Background: an optimization exercise with open tools, aiming at small area, a short achievable clock period and few clock cycles. Do not read the settings as production practice. Where RTL was checked, it was by simulation tests only, not by an equivalence proof against the original. Power and IR drop assume default switching activity.

## bk_unpack
module bk_unpack (
    input  wire        clk,
    input  wire        rst,             
    input  wire        start,           
    input  wire [15:0] packed_size,
    input  wire [15:0] unpacked_size,
    input  wire [15:0] buf_len,
    output wire        idle,
    output reg         done,            
    output reg  [3:0]  status,
    output reg         mem_req,
    output reg         mem_we,
    output reg  [15:0] mem_addr,
    output wire [7:0]  mem_wdata,
    input  wire        mem_gnt,
    input  wire [7:0]  mem_rdata
);
Size: roughly 220 flip-flops, roughly 92 I/O pins, about 17000 um^2 of cells after synthesis.
export LEC_CHECK = 0
export CAP_MARGIN = 20
export CORE_MARGIN = 2
export CORE_UTILIZATION = 65
export SETUP_SLACK_MARGIN = 2.5
export SLEW_MARGIN = 20
create_clock -name core_clock -period 6.0 [get_ports {clk}]
run.sh (not shown) runs the stock make flow with config.mk's settings and CLKGATE_MAP_FILE= SYNTH_SCRIPT=/design/flow/synth_recipe.tcl, a recipe that flattens the netlist after the stock synthesis.
The first run finished with timing, DRC and antenna clean.
==> next run, changes <==
SETUP_SLACK_MARGIN = 2.0   (was 2.5)
Effect:
- The new run finished clean
- clock skew goes up by 0.015 ns
- worst setup slack gains 0.021 ns
- cell area shrinks by roughly a tenth
- clock-buffer cell count rises by 7
- area after synthesis does not change
- non-clock buffer count is lower by 92
No functional check of the RTL was part of any run of this note.


run A:
bk_unpack, a different RTL version from the one above (not shown whole).
Size: ~1800 cells after synthesis, about 230 flip-flops, roughly 17000 um2 of cells after synthesis.
export LEC_CHECK = 0
export CAP_MARGIN = 20
export CORE_MARGIN = 2
export CORE_UTILIZATION = 65
export CTS_BUF_LIST = sky130_fd_sc_hd__clkbuf_8
export CTS_CLUSTER_SIZE = 40
export SETUP_SLACK_MARGIN = 2.2
export SLEW_MARGIN = 20
create_clock -name core_clock -period 6.0 [get_ports {clk}]
standard.sh (not shown) runs the stock make flow with config.mk's settings and CLKGATE_MAP_FILE= SYNTH_SCRIPT=/design/flow/synth_recipe.tcl, a recipe that flattens the netlist after the stock synthesis.
==> flow/flow/run.sh <==
#!/bin/bash
# Layout: the standard ORFS flow (standard.sh, unchanged synthesis and
# steps), with the port buffers that global placement inserts made
# sky130_fd_sc_hd__buf_1 cells instead of the default pick. Every input and
# output port still gets its own buffer. make's output goes to
# standard_flow.log; each ORFS step keeps its own log under orfs/logs/.
set -euo pipefail
export BUFFER_PORTS_ARGS="-buffer_cell sky130_fd_sc_hd__buf_1"
bash ./standard.sh > standard_flow.log 2>&1
Run A finished every stage and its layout cleared the timing, design-rule and antenna checks.
Testbench counts of run A, summed over its fixed seeds: cycles 118,040.
Input-level comparison between run B and run A:
Settings: removing CTS_BUF_LIST (formerly sky130_fd_sc_hd__clkbuf_8); changing SETUP_SLACK_MARGIN from 2.2 to 2.7; removing CTS_CLUSTER_SIZE (formerly 40).
### Flow results
Critical path depth, run B and run A: higher on run A
Relative to run A, the post-detailed-routing wire length of run B is higher by 11%.
Run B against run A; number of standard cells in the final layout excluding fillers is up by a few percent.
Relative to run B, the following input files were edited for run C:
Settings: changing SETUP_SLACK_MARGIN from 2.7 to 2.2.
Notes after the runs:
| power | run C vs run B | about 7% lower |
Relative to run B, the count of routing violations after the opening detailed-route iteration of run C is lower by 19%.
Run C vs run B — final non-filler cell area dropped by a little under 10%
There was hardly any difference in longest individual stage delay on the worst path between run C and run B.
Looking only at fraction of area in registers, and setting everything else aside, the higher value of run C and run B goes to run C.
The critical path's slowest cell comes out sky130_fd_sc_hd__or4b_4 in one run and sky130_fd_sc_hd__or3b_4 in the other, namely in run B and run C respectively.
Against run B, non-clock buffer count in the final layout in run C fell by more than a quarter.
Between run C and run B, the difference in total die area is negligible.
> inputs changed (run C -> run D)
Settings: an added PLACE_DENSITY of 0.75; an added CTS_BUF_LIST of sky130_fd_sc_hd__clkbuf_8; an added CTS_CLUSTER_SIZE of 40.
### Flow results
Comparing run C and run D, the lower arrival time at the worst endpoint was measured on run D.
Run D against run C: combinational group power has increased, final cell count without fillers has increased, count of plain and timing-repair buffers has increased, final standard cell area without fillers has decreased, average wire per standard cell has decreased.
Delta (run D minus run C): final period demand of the worst path up 0.034 ns, area growth from synthesis to layout down 0.59 points.


Another version of the RTL of bk_unpack (not shown whole).
Size: ~1800 cells after synthesis, roughly 220 flip-flops, roughly 92 I/O pins, roughly 16000 um^2 of cells after synthesis.
clock: 6.0 ns
lec_check: 0
cap_margin: 0
core_margin: 2
core_utilization: 65
gpl_routability_driven: 0
setup_slack_margin: 2.2
slew_margin: 0
Scripts as last shown in full above: flow/flow/run.sh
Rerun with:
- CAP_MARGIN: 0 -> 20
- CORE_UTILIZATION: 65 -> 55
- GPL_ROUTABILITY_DRIVEN: 0 -> not set
- SLEW_MARGIN: 0 -> 20
What happened: The new run finished with timing, DRC and antenna clean. Final area went up slightly. Utilization went down by 10 points. Total power went up by a few percent. Hold slack is worse by 0.012 ns. Setup slack is better by 0.11 ns.
Rerun with:
- CORE_UTILIZATION: 55 -> 65
Effect: Cell area falls by about 1.2%. Global-route usage goes up by 5.1 points. Via count is higher by 2.6%. Worst setup slack is worse by 0.020 ns. Combinational power stays flat. Die area goes down by 15%. Clock skew is about the same. Synthesized cell count does not change.
Rerun with:
- CAP_MARGIN: 20 -> 0
- SLEW_MARGIN: 20 -> 0
After rerunning:
- The new run completed with no timing, DRC or antenna violations
- setup slack degrades by 0.0084 ns
- via count is higher by about 1.1%
- cell count hardly moves
- register-to-register slack hardly moves
- total power hardly moves
No run of this note included a check of the RTL's function; only the layout flow was run.


bk_unpack, a different RTL version from the one above (not shown whole).
For scale: ~220 flip-flops, ~17000 um2 of cells after synthesis.
clock: 6.0 ns
lec_check: 0
cap_margin: 20
core_margin: 2
core_utilization: 40
setup_slack_margin: 2.0
slew_margin: 20
run.sh (not shown) runs the stock make flow with config.mk's settings and CLKGATE_MAP_FILE= SYNTH_SCRIPT=/design/flow/synth_recipe.tcl, a recipe that flattens the netlist after the stock synthesis.
Stock flow here: none of the scripts above is used.
The baseline completed without violations.
Testbench counts at the start, summed over its fixed seeds: cycles 117,871.
Then changed:
Settings changed: SETUP_SLACK_MARGIN 2.0 to default.
Outcome: Non-clock buffer count goes down by 48; count of clock-buffer cells in the layout decreases by 7; global-route usage fell by 0.58 points; die area stays the same; core utilization fell by 2.0 points; design area falls by about 4%; worst setup slack degrades by 0.82 ns; synthesized area stays the same; final cell count is lower by 1.9%; wire length shrinks by about 3.3%; combinational power shrinks by about 9%.

what the ideal ports hide:
The flow's constraints put no driver on any port. The routed layouts listed below were extracted and timed again, unchanged, in two steps.
Step 1 assumes that a clkbuf_16 drives the clock port and a buf_2 every other input.
Step 2 moves the port delays by t, midway between the first and last clock arrival at a register: inputs arrive t later, outputs are due t later. That takes back most of the time a late clock gives input paths.
Slacks: no drivers / after step 1 / after step 2; pairs: no drivers / after step 1.
run	t, ns	setup WS [ns]	cell pins on the clock port's net
the first run of note 1	0.607	2.091 / 2.091 / 1.710	1
the second run of note 1	0.598	2.112 / 2.112 / 1.621	1
run A	0.606	2.289 / 2.289 / 1.852	1
run B	0.599	2.482 / 2.482 / 2.025	1
run C	0.601	2.285 / 2.285 / 1.865	1
run D	0.617	2.251 / 2.251 / 1.703	1
the first run of note 3	0.585	2.157 / 2.157 / 2.157	1
the second run of note 3	0.595	2.266 / 2.266 / 2.202	1
the third run of note 3	0.600	2.246 / 2.246 / 2.182	1
the fourth run of note 3	0.599	2.237 / 2.237 / 2.172	1
the first run of note 4	0.605	1.758 / 1.758 / 1.388	1
the second run of note 4	0.609	0.937 / 0.937 / 0.937	1
After both steps every run listed still meets setup and hold. For run D, which loses most, drivers alone change the setup slack by 0.000 ns; drivers and shift together by -0.548 ns.
